This design comes from an exercise in tuning for small area on the open sky130 flow, not from production work.
RTL that was checked went through simulation tests only; none was proved equivalent to the original.
Power is estimated from default activity; no workload was simulated.

== main ==
// msf60_decoder
module msf60_decoder (
    input  wire        clk,
    input  wire        rst,
    input  wire [15:0] cfg_padding_ms,           
    input  wire        cfg_carrier_off_level,
    input  wire        edge_valid,
    input  wire        edge_level,
    input  wire [31:0] edge_time_ms,
    output wire        edge_ready,
    output reg         time_available,
    output reg  [2:0]  parity_outcome,
    output wire [7:0]  frame_length_seconds,
    output wire [1:0]  leap_second_indicator,
    output wire [7:0]  lf_minute_bcd,
    output wire [7:0]  lf_hour_bcd,
    output wire [7:0]  lf_weekday_bcd,
    output wire [7:0]  lf_date_bcd,
    output wire [7:0]  lf_month_bcd,
    output wire [7:0]  lf_year_bcd,
    output reg         lf_dst_active,
    output reg         lf_dst_imminent,
    output wire [15:0] lf_dut1_positive_ms,
    output wire [15:0] lf_dut1_negative_ms,
    output wire [1:0]  lf_leap_second_indicator,
    output wire [7:0]  lf_frame_length_seconds,
    output wire [63:0] lf_epoch_seconds
);
==> flow/config.mk <==
export PLATFORM = sky130hd
export DESIGN_NAME = msf60_decoder
export DESIGN_NICKNAME = msf60_decoder
export VERILOG_FILES = /design/flow/design.v
export SDC_FILE = /design/flow/constraint.sdc
export NUM_CORES = 4
export LEC_CHECK = 0
export CAP_MARGIN = 20
export CORE_MARGIN = 2
export CORE_UTILIZATION = 40
export SLEW_MARGIN = 20
==> flow/constraint.sdc <==
create_clock -name core_clock -period 15.0 [get_ports {clk}]
set_input_delay 3.0000 -clock core_clock [delete_from_list [all_inputs] [get_ports {clk}]]
set_output_delay 3.0000 -clock core_clock [all_outputs]
set_load 0.01 [all_outputs]
run.sh (not shown) runs the stock make flow with config.mk's settings and CLKGATE_MAP_FILE= SYNTH_SCRIPT=/design/flow/synth_recipe.tcl, a recipe that flattens the netlist after the stock synthesis.
[inputs] the feature branch vs main
- an added CTS_CLUSTER_DIAMETER of 60
- an added CTS_CLUSTER_SIZE of 20
- an added CTS_BUF_LIST of sky130_fd_sc_hd__clkbuf_8
Findings:
The feature branch: all stages complete, timing, DRC and antenna checks passed. Looking at global routing usage on met1 across main and the feature branch, the one that comes out lower is the feature branch. On number of gates resized after CTS, main and the feature branch are basically level. The feature branch -> main: number of setup buffers added after CTS delta 0, exact match. NOTE final cell count main->the feature branch decreased slightly.
Function was not checked in any run of this note: the RTL went through the layout flow alone.

---

## try-cedar
msf60_decoder, a different RTL version from the one above (not shown whole).
Size: about 1000 cells after synthesis, roughly 260 flip-flops, about 220 I/O pins.
==> flow/config.mk <==
export PLATFORM = sky130hd
export DESIGN_NAME = msf60_decoder
export DESIGN_NICKNAME = msf60_decoder
export VERILOG_FILES = /design/flow/design.v
export SDC_FILE = /design/flow/constraint.sdc
export NUM_CORES = 4
export LEC_CHECK = 0
export CAP_MARGIN = 20
export CORE_MARGIN = 2
export CORE_UTILIZATION = 40
export SLEW_MARGIN = 20
==> flow/constraint.sdc <==
create_clock -name core_clock -period 15.0 [get_ports {clk}]
set_input_delay 3.0000 -clock core_clock [delete_from_list [all_inputs] [get_ports {clk}]]
set_output_delay 3.0000 -clock core_clock [all_outputs]
set_load 0.01 [all_outputs]
standard.sh (not shown) runs the stock make flow with config.mk's settings and CLKGATE_MAP_FILE= SYNTH_SCRIPT=/design/flow/synth_recipe.tcl, a recipe that flattens the netlist after the stock synthesis.
==> flow/flow/run.sh <==
#!/bin/bash
set -euo pipefail
export BUFFER_PORTS_ARGS="-buffer_cell sky130_fd_sc_hd__buf_1"
export CTS_ARGS="-sink_clustering_enable -repair_clock_nets -buf_list sky130_fd_sc_hd__clkbuf_16 -sink_clustering_size 30 -sink_clustering_max_diameter 50 -dont_use_dummy_load"
bash standard.sh > flow_make.log 2>&1
try-cedar: done, clean on timing, DRC and antenna
What try-juniper does differently from try-cedar at the input level:
==> flow/flow/run.sh <==
#!/bin/bash
set -euo pipefail
export BUFFER_PORTS_ARGS="-buffer_cell sky130_fd_sc_hd__buf_1"
export CTS_ARGS="-sink_clustering_enable -repair_clock_nets -buf_list sky130_fd_sc_hd__clkbuf_2 -sink_clustering_size 6 -sink_clustering_max_diameter 25 -dont_use_dummy_load"
export SKIP_REPAIR_TIE_FANOUT=1
bash standard.sh > flow_make.log 2>&1
Findings:
Higher number of ordinary and repair buffers in the finished layout among try-juniper and try-cedar: try-cedar. try-juniper vs try-cedar: global-route wire length before repair up slightly. Looking at routed wire length across both flows, try-juniper is the weaker of the two, with try-cedar ahead.
Changes in try-sierra relative to try-juniper:
==> flow/flow/run.sh <==
#!/bin/bash
set -euo pipefail
export BUFFER_PORTS_ARGS="-buffer_cell sky130_fd_sc_hd__buf_1"
export CTS_ARGS="-sink_clustering_enable -repair_clock_nets -buf_list sky130_fd_sc_hd__clkbuf_4 -sink_clustering_size 10 -sink_clustering_max_diameter 80 -dont_use_dummy_load"
export SKIP_REPAIR_TIE_FANOUT=1
bash standard.sh > flow_make.log 2>&1
==> comparison <==
- Changes observed in try-sierra relative to try-juniper: final routed wire length divided by cell count went up by 0.21 um, clock network power went down by 20%.
- Die area: try-sierra vs try-juniper identical
Modified inputs, try-onyx compared to try-sierra
==> flow/flow/run.sh <==
#!/bin/bash
set -euo pipefail
export BUFFER_PORTS_ARGS="-buffer_cell sky130_fd_sc_hd__buf_1"
export CTS_ARGS="-sink_clustering_enable -repair_clock_nets -buf_list sky130_fd_sc_hd__clkbuf_4 -sink_clustering_size 10 -sink_clustering_max_diameter 40 -dont_use_dummy_load"
export SKIP_REPAIR_TIE_FANOUT=1
export RECOVER_POWER=100
bash standard.sh > flow_make.log 2>&1
- In try-onyx, the clock period minus worst slack came out 0.0067 ns above the value in try-sierra.
- Combinational cell fraction of total power delta for try-onyx relative to try-sierra: 0.3 points lower
- try-onyx against try-sierra: setup slack of the critical path after layout moved down; hold slack moved down.
- try-sierra reports its termination of the worst setup path as dut1_neg_run[2] while try-onyx reports dut1_neg_run[3].
- Of try-onyx and try-sierra, just one finished clean: try-sierra.

---

msf60_decoder, a different RTL version from the one above (not shown whole).
Size: about 1,000 cells after synthesis, ~260 flip-flops, ~220 I/O pins, about 0.013 mm2 of cells after synthesis.
clock: 15.0 ns
lec_check: 0
cap_margin: 20
core_margin: 2
core_utilization: 60
slew_margin: 20
==> flow/flow/run.sh <==
#!/bin/bash
set -euo pipefail
export BUFFER_PORTS_ARGS="-buffer_cell sky130_fd_sc_hd__buf_1"
export CTS_ARGS="-sink_clustering_enable -repair_clock_nets -buf_list sky130_fd_sc_hd__clkbuf_4 -sink_clustering_size 10 -sink_clustering_max_diameter 80 -dont_use_dummy_load"
export SKIP_REPAIR_TIE_FANOUT=1
bash standard.sh > flow_make.log 2>&1
Rerun with:
==> flow/flow/run.sh (replaced) <==
#!/bin/bash
# Own layout flow: the standard flow with its standard synthesis unchanged, plus
# - port buffers of the smallest buffer cell (buf_1) instead of the buffer_ports default;
# - a clock tree of clkbuf_4 sink-cluster buffers (up to 10 sinks within 60 um each)
#   without dummy load cells;
# - one shared tie-low cell for the constant outputs (no per-load tie cloning).
# The make output goes to flow_make.log in the folder this runs in; ORFS keeps each
# step's log under orfs/logs/.
set -euo pipefail
export BUFFER_PORTS_ARGS="-buffer_cell sky130_fd_sc_hd__buf_1"
export CTS_ARGS="-sink_clustering_enable -repair_clock_nets -buf_list sky130_fd_sc_hd__clkbuf_4 -sink_clustering_size 10 -sink_clustering_max_diameter 60 -dont_use_dummy_load"
export SKIP_REPAIR_TIE_FANOUT=1
bash standard.sh > flow_make.log 2>&1
- CORE_UTILIZATION: 60 -> 65
The changed run ran to the end with no violations.
Clock-buffer cell count is unchanged.
Die area falls by 7.5%.
Core utilization rises by 5.2 points.
Setup slack gets worse by 0.11 ns.
Total power falls by 0.56%.
Combinational power falls by about 2%.
Routed wire length falls by 4.0%.
Design area barely changes.
First-iteration DRC count falls by 2.3%.
Worst hold slack gets better by 0.0045 ns.
Area after synthesis stays the same.
Rerun with:
==> flow/flow/run.sh (replaced) <==
#!/bin/bash
set -euo pipefail
export BUFFER_PORTS_ARGS="-buffer_cell sky130_fd_sc_hd__buf_1"
export CTS_ARGS="-sink_clustering_enable -repair_clock_nets -buf_list sky130_fd_sc_hd__clkbuf_4 -sink_clustering_size 9 -sink_clustering_max_diameter 70 -dont_use_dummy_load"
export SKIP_REPAIR_TIE_FANOUT=1
bash standard.sh > flow_make.log 2>&1
- CORE_UTILIZATION: 65 -> 40
Outcome: Non-clock buffer count climbs by 4; design area climbs by about 2%; setup slack got worse by 0.092 ns; worst hold slack got worse by 0.014 ns.

---

RTL: one of the versions met above, not the one the previous note started from.
Size in the first run: roughly 220 I/O pins.
export LEC_CHECK = 0
export CAP_MARGIN = 20
export CORE_MARGIN = 2
export CORE_UTILIZATION = 40
export SLEW_MARGIN = 20
create_clock -name core_clock -period 15.0 [get_ports {clk}]
==> flow/flow/run.sh <==
#!/bin/bash
set -euo pipefail
export BUFFER_PORTS_ARGS="-buffer_cell sky130_fd_sc_hd__buf_1"
export CTS_ARGS="-sink_clustering_enable -repair_clock_nets -buf_list sky130_fd_sc_hd__clkbuf_4 -sink_clustering_size 12 -sink_clustering_max_diameter 40 -dont_use_dummy_load"

bash standard.sh > flow_make.log 2>&1
Edit:
==> flow/flow/run.sh (replaced) <==
#!/bin/bash
set -euo pipefail
export BUFFER_PORTS_ARGS="-buffer_cell sky130_fd_sc_hd__buf_1"
export CTS_ARGS="-sink_clustering_enable -repair_clock_nets -buf_list sky130_fd_sc_hd__clkbuf_8 -sink_clustering_size 16 -sink_clustering_max_diameter 40 -dont_use_dummy_load"
export SKIP_REPAIR_TIE_FANOUT=1
bash standard.sh > flow_make.log 2>&1
What happened: The changed run completed without violations; count of clock-buffer cells in the layout decreases by 2; fmax is about the same; design area stays flat.
Edit:
==> flow/flow/run.sh (replaced) <==
#!/bin/bash
# Own layout flow: the standard flow with its standard synthesis unchanged, plus
# - port buffers of the smallest buffer cell (buf_1) instead of the buffer_ports default;
# - a clock tree of clkbuf_4 sink-cluster buffers (10 sinks each) without dummy load cells;
# - one shared tie-low cell for the constant outputs (no per-load tie cloning).
# The make output goes to flow_make.log in the folder this runs in; ORFS keeps each
# step's log under orfs/logs/.
set -euo pipefail
export BUFFER_PORTS_ARGS="-buffer_cell sky130_fd_sc_hd__buf_1"
export CTS_ARGS="-sink_clustering_enable -repair_clock_nets -buf_list sky130_fd_sc_hd__clkbuf_4 -sink_clustering_size 10 -sink_clustering_max_diameter 80 -dont_use_dummy_load"
export SKIP_REPAIR_TIE_FANOUT=1
bash standard.sh > flow_make.log 2>&1
What happened:
- The changed run went through all stages and came out clean
- power went down by 13%
- die area does not change
- core utilization went down by 1.1 points
Edit:
==> flow/flow/run.sh (replaced) <==
#!/bin/bash
set -euo pipefail
export BUFFER_PORTS_ARGS="-buffer_cell sky130_fd_sc_hd__buf_1"
export CTS_ARGS="-sink_clustering_enable -repair_clock_nets -buf_list sky130_fd_sc_hd__clkbuf_4 -sink_clustering_size 10 -sink_clustering_max_diameter 40 -dont_use_dummy_load"
export SKIP_REPAIR_TIE_FANOUT=1
bash standard.sh > flow_make.log 2>&1
Result: The changed run finished clean; maximum frequency barely changes; via count increases by 0.97%; worst setup slack degrades by 0.0068 ns; routed wire length barely changes; design area came out higher by 0.85%.
Edit:
==> flow/flow/run.sh (replaced) <==
#!/bin/bash
set -euo pipefail
export BUFFER_PORTS_ARGS="-buffer_cell sky130_fd_sc_hd__buf_1"
export CTS_ARGS="-sink_clustering_enable -repair_clock_nets -buf_list sky130_fd_sc_hd__clkbuf_4 -sink_clustering_size 10 -sink_clustering_max_diameter 60 -dont_use_dummy_load"
export SKIP_REPAIR_TIE_FANOUT=1
bash standard.sh > flow_make.log 2>&1
What happened: First-iteration DRC count is lower by about 6.4%; final cell count is lower by 0.65%; worst setup slack gains 0.023 ns; cell area fell by about 0.5%; fmax barely changes; wire length came out higher by 0.90%; core utilization fell by 0.22 points; combinational power stays flat; sequential cell count is unchanged; non-clock buffer count stays the same; hold slack degrades by 0.0067 ns.

---

Starting RTL as in the previous note.
export LEC_CHECK = 0
export CAP_MARGIN = 20
export CORE_MARGIN = 2
export CORE_UTILIZATION = 40
export SLEW_MARGIN = 20
create_clock -name core_clock -period 15.0 [get_ports {clk}]
==> flow/flow/run.sh <==
#!/bin/bash
set -euo pipefail
export BUFFER_PORTS_ARGS="-buffer_cell sky130_fd_sc_hd__buf_1"
export CTS_ARGS="-sink_clustering_enable -repair_clock_nets -buf_list sky130_fd_sc_hd__clkbuf_4 -sink_clustering_size 9 -sink_clustering_max_diameter 80 -dont_use_dummy_load"
export SKIP_REPAIR_TIE_FANOUT=1
bash standard.sh > flow_make.log 2>&1
Next try:
==> flow/flow/run.sh (replaced) <==
#!/bin/bash
set -euo pipefail
export BUFFER_PORTS_ARGS="-buffer_cell sky130_fd_sc_hd__buf_1"
export CTS_ARGS="-sink_clustering_enable -repair_clock_nets -buf_list sky130_fd_sc_hd__clkbuf_4 -sink_clustering_size 10 -sink_clustering_max_diameter 40 -dont_use_dummy_load"
bash standard.sh > flow_make.log 2>&1
Effect:
- The new run went through all stages and came out clean
- power is higher by a few percent
- routed wire length rises slightly
- setup slack got worse by 0.0054 ns
- die area does not change
- worst hold slack loses 0.083 ns
- utilization rose by 0.96 points
- non-clock buffer count goes up by 2
Next try:
--- a/flow/flow/run.sh
+++ b/flow/flow/run.sh
@@ -1,0 +2,6 @@
+# Own layout flow: the standard flow with its standard synthesis unchanged, plus
+# - port buffers of the smallest buffer cell (buf_1) instead of the buffer_ports default;
+# - a clock tree of clkbuf_4 sink-cluster buffers (10 sinks each) without dummy load cells;
+# - one shared tie-low cell for the constant outputs (no per-load tie cloning).
+# The make output goes to flow_make.log in the folder this runs in; ORFS keeps each
+# step's log under orfs/logs/.
@@ -4,0 +11 @@
+export SKIP_REPAIR_TIE_FANOUT=1
Result:
- non-clock buffer count falls by 2
- final cell count falls by a few percent
- routed wire length falls slightly
- final area falls slightly
- fmax barely changes
Next try:
==> flow/flow/run.sh (replaced) <==
#!/bin/bash
set -euo pipefail
export BUFFER_PORTS_ARGS="-buffer_cell sky130_fd_sc_hd__buf_1"
export CTS_ARGS="-sink_clustering_enable -repair_clock_nets -buf_list sky130_fd_sc_hd__clkbuf_4 -sink_clustering_size 8 -sink_clustering_max_diameter 100 -dont_use_dummy_load"
export SKIP_REPAIR_TIE_FANOUT=1
bash standard.sh > flow_make.log 2>&1
What happened: The changed run produced a clean layout. Global-route usage went up by 0.28 points. Final cell count came out lower by 0.39%. Hold slack gains 0.019 ns.

---

Setup of oak:
RTL: one of the versions met above, not the one the previous note started from.
For scale: roughly 260 flip-flops, about 220 I/O pins.
Settings: LEC_CHECK=0, CAP_MARGIN=20, CORE_MARGIN=2, CORE_UTILIZATION=40, SLEW_MARGIN=20; clock period 15.0 ns.
==> flow/flow/run.sh <==
#!/bin/bash
set -euo pipefail
export BUFFER_PORTS_ARGS="-buffer_cell sky130_fd_sc_hd__buf_1"
export CTS_ARGS="-sink_clustering_enable -repair_clock_nets -buf_list sky130_fd_sc_hd__clkbuf_4 -sink_clustering_size 8 -sink_clustering_max_diameter 100 -dont_use_dummy_load"
export SKIP_REPAIR_TIE_FANOUT=1
bash standard.sh > flow_make.log 2>&1
## Diff of input files: pine against oak
- CORE_UTILIZATION: 40 -> 65
==> flow/flow/run.sh <==
#!/bin/bash
set -euo pipefail
export BUFFER_PORTS_ARGS="-buffer_cell sky130_fd_sc_hd__buf_1"
export CTS_ARGS="-sink_clustering_enable -repair_clock_nets -buf_list sky130_fd_sc_hd__clkbuf_4 -sink_clustering_size 10 -sink_clustering_max_diameter 60 -dont_use_dummy_load"
export SKIP_REPAIR_TIE_FANOUT=1
bash standard.sh > flow_make.log 2>&1
[summary]
Diff oak -> pine | data-path buffer share of cell area in the final layout | decrease of 0.29 points. pine against oak; number of filler instances in the final layout is down by more than half. Clock transition at the registers of the reported paths: pine and oak compared, lower one is pine. Per the comparison of pine with oak, cell depth of the worst setup path shows a reduction of about 2.3%; via count has remained practically unchanged; number of standard cells in the final layout excluding fillers moved down; worst-case setup margin in the final layout picked up an extra 72 ps. When pine is measured against oak, its clock network power turns out about 14% lower. pine vs oak, area fraction of clock buffers and clock inverters went down by 0.41 points. Max final core utilization across pine and oak: pine. Relative to oak, the total power of pine is lower by 46 uW.
Here is what was changed in the inputs of birch compared with pine.
- changing CORE_UTILIZATION from 65 to 70
==> flow/flow/run.sh <==
#!/bin/bash
set -euo pipefail
export BUFFER_PORTS_ARGS="-buffer_cell sky130_fd_sc_hd__buf_1"
export CTS_ARGS="-sink_clustering_enable -repair_clock_nets -buf_list sky130_fd_sc_hd__clkbuf_4 -sink_clustering_size 9 -sink_clustering_max_diameter 50 -dont_use_dummy_load"
export SKIP_REPAIR_TIE_FANOUT=1
bash standard.sh > flow_make.log 2>&1
[summary]
- birch vs. pine: met2 wire length picked up an extra about 7%, final cell count lost 30, share of cells above drive strength 1 picked up an extra 0.59 points, number of design-rule violations left by the first detailed-router iteration picked up an extra 154.
- Looking at sequential group share of total power, birch sits 2.1 points lower than pine does.
- birch vs pine — aggregate routed wire length rose about 4%.
- birch vs. pine: TritonCTS buffer count rose by 24%; path length in cells of the critical path rose by 1; number of vias after detailed routing rose by about 5%.
- Cmp birch vs pine: final critical delay including setup and external delays higher in birch
- Against pine, floorplan core area in birch came out better.
[inputs] maple vs birch
- CORE_UTILIZATION changed from 70 to 40
==> flow/flow/run.sh <==
#!/bin/bash
# Own layout flow: the standard flow with its standard synthesis unchanged, plus
# - port buffers of the smallest buffer cell (buf_1) instead of the buffer_ports default;
# - a clock tree of clkbuf_4 sink-cluster buffers (up to 9 sinks within 70 um each)
#   without dummy load cells;
# - one shared tie-low cell for the constant outputs (no per-load tie cloning).
# The make output goes to flow_make.log in the folder this runs in; ORFS keeps each
# step's log under orfs/logs/.
set -euo pipefail
export BUFFER_PORTS_ARGS="-buffer_cell sky130_fd_sc_hd__buf_1"
export CTS_ARGS="-sink_clustering_enable -repair_clock_nets -buf_list sky130_fd_sc_hd__clkbuf_4 -sink_clustering_size 9 -sink_clustering_max_diameter 70 -dont_use_dummy_load"
export SKIP_REPAIR_TIE_FANOUT=1
bash standard.sh > flow_make.log 2>&1
The final critical-path share of the clock period of birch and that of maple are within noise of each other.
As far as share of synthesized area spent on multiplexers goes, birch and maple are indistinguishable; the numbers are identical.
maple against birch: fraction of the core area covered by cells at the end of the flow moved down, placed wire-length estimate -450 um, clock skew shows an increase of 62 ps.
[compare] base=birch new=maple: total power of the final layout has remained practically unchanged; via density per instance has decreased; wire length of the first global-routing pass has remained practically unchanged.
maple and birch ended up with roughly the same multi-input combinational cell area.
Setup slack after placement, birch and maple, lower one = birch.

## what the ideal ports hide
The flow's constraints put no driver on any port. The routed layouts listed below were extracted and timed again, unchanged, in two steps. Step 1 (the two cells are an assumption about what drives the block):
set clk [get_ports {clk}]
set_driving_cell -lib_cell sky130_fd_sc_hd__clkbuf_16 $clk
set_driving_cell -lib_cell sky130_fd_sc_hd__buf_2 [delete_from_list [all_inputs] $clk]
Step 2 also shifts input and output timing later by t, the mid clock arrival at the registers, as if the neighbouring blocks saw the same clock. Slacks: ideal ports / drivers / drivers and shift; pairs: ideal ports / drivers.
| run | t (ns) | setup slack, ns | worst setup path at the end | latest minus earliest clock arrival (ns) |
|---|---|---|---|---|
| main | 0.590 | 0.875 / 0.897 / 0.307 | input to register | 0.013 / 0.012 |
| the feature branch | 0.605 | 0.938 / 0.957 / 0.351 | input to register | 0.030 / 0.031 |
| try-cedar | 0.583 | 0.503 / 0.525 / -0.058 | input to register | 0.047 / 0.048 |
| try-juniper | 0.877 | 0.669 / 0.685 / -0.192 | input to register | 0.131 / 0.132 |
| try-sierra | 0.711 | 0.506 / 0.521 / -0.190 | input to register | 0.079 / 0.079 |
| try-onyx | 0.677 | 0.500 / 0.513 / -0.164 | input to register | 0.100 / 0.100 |
| the first run of note 3 | 0.714 | 0.778 / 0.782 / 0.068 | input to register | 0.065 / 0.066 |
| the second run of note 3 | 0.704 | 0.673 / 0.689 / -0.015 | input to register | 0.033 / 0.032 |
| the third run of note 3 | 0.620 | 0.581 / 0.603 / -0.017 | input to register | 0.108 / 0.108 |
| the first run of note 4 | 0.693 | 0.482 / 0.500 / -0.193 | input to register | 0.148 / 0.148 |
| the second run of note 4 | 0.564 | 0.500 / 0.514 / -0.049 | input to register | 0.061 / 0.061 |
| the third run of note 4 | 0.711 | 0.506 / 0.521 / -0.190 | input to register | 0.079 / 0.079 |
| the fourth run of note 4 | 0.677 | 0.500 / 0.514 / -0.163 | input to register | 0.099 / 0.098 |
| the fifth run of note 4 | 0.672 | 0.522 / 0.535 / -0.137 | input to register | 0.112 / 0.112 |
| the first run of note 5 | 0.652 | 0.476 / 0.493 / -0.159 | input to register | 0.106 / 0.106 |
| the second run of note 5 | 0.694 | 0.471 / 0.490 / -0.204 | input to register | 0.128 / 0.128 |
| the third run of note 5 | 0.677 | 0.500 / 0.514 / -0.163 | input to register | 0.099 / 0.098 |
| the fourth run of note 5 | 0.688 | 0.521 / 0.535 / -0.152 | input to register | 0.089 / 0.089 |
| oak | 0.683 | 0.601 / 0.623 / -0.060 | input to register | 0.041 / 0.040 |
| pine | 0.704 | 0.673 / 0.689 / -0.015 | input to register | 0.033 / 0.032 |
| birch | 0.647 | 0.566 / 0.583 / -0.063 | input to register | 0.045 / 0.045 |
| maple | 0.620 | 0.581 / 0.603 / -0.017 | input to register | 0.108 / 0.108 |
For try-juniper, which loses most, drivers alone change the setup slack by +0.016 ns; drivers and shift together by -0.861 ns.
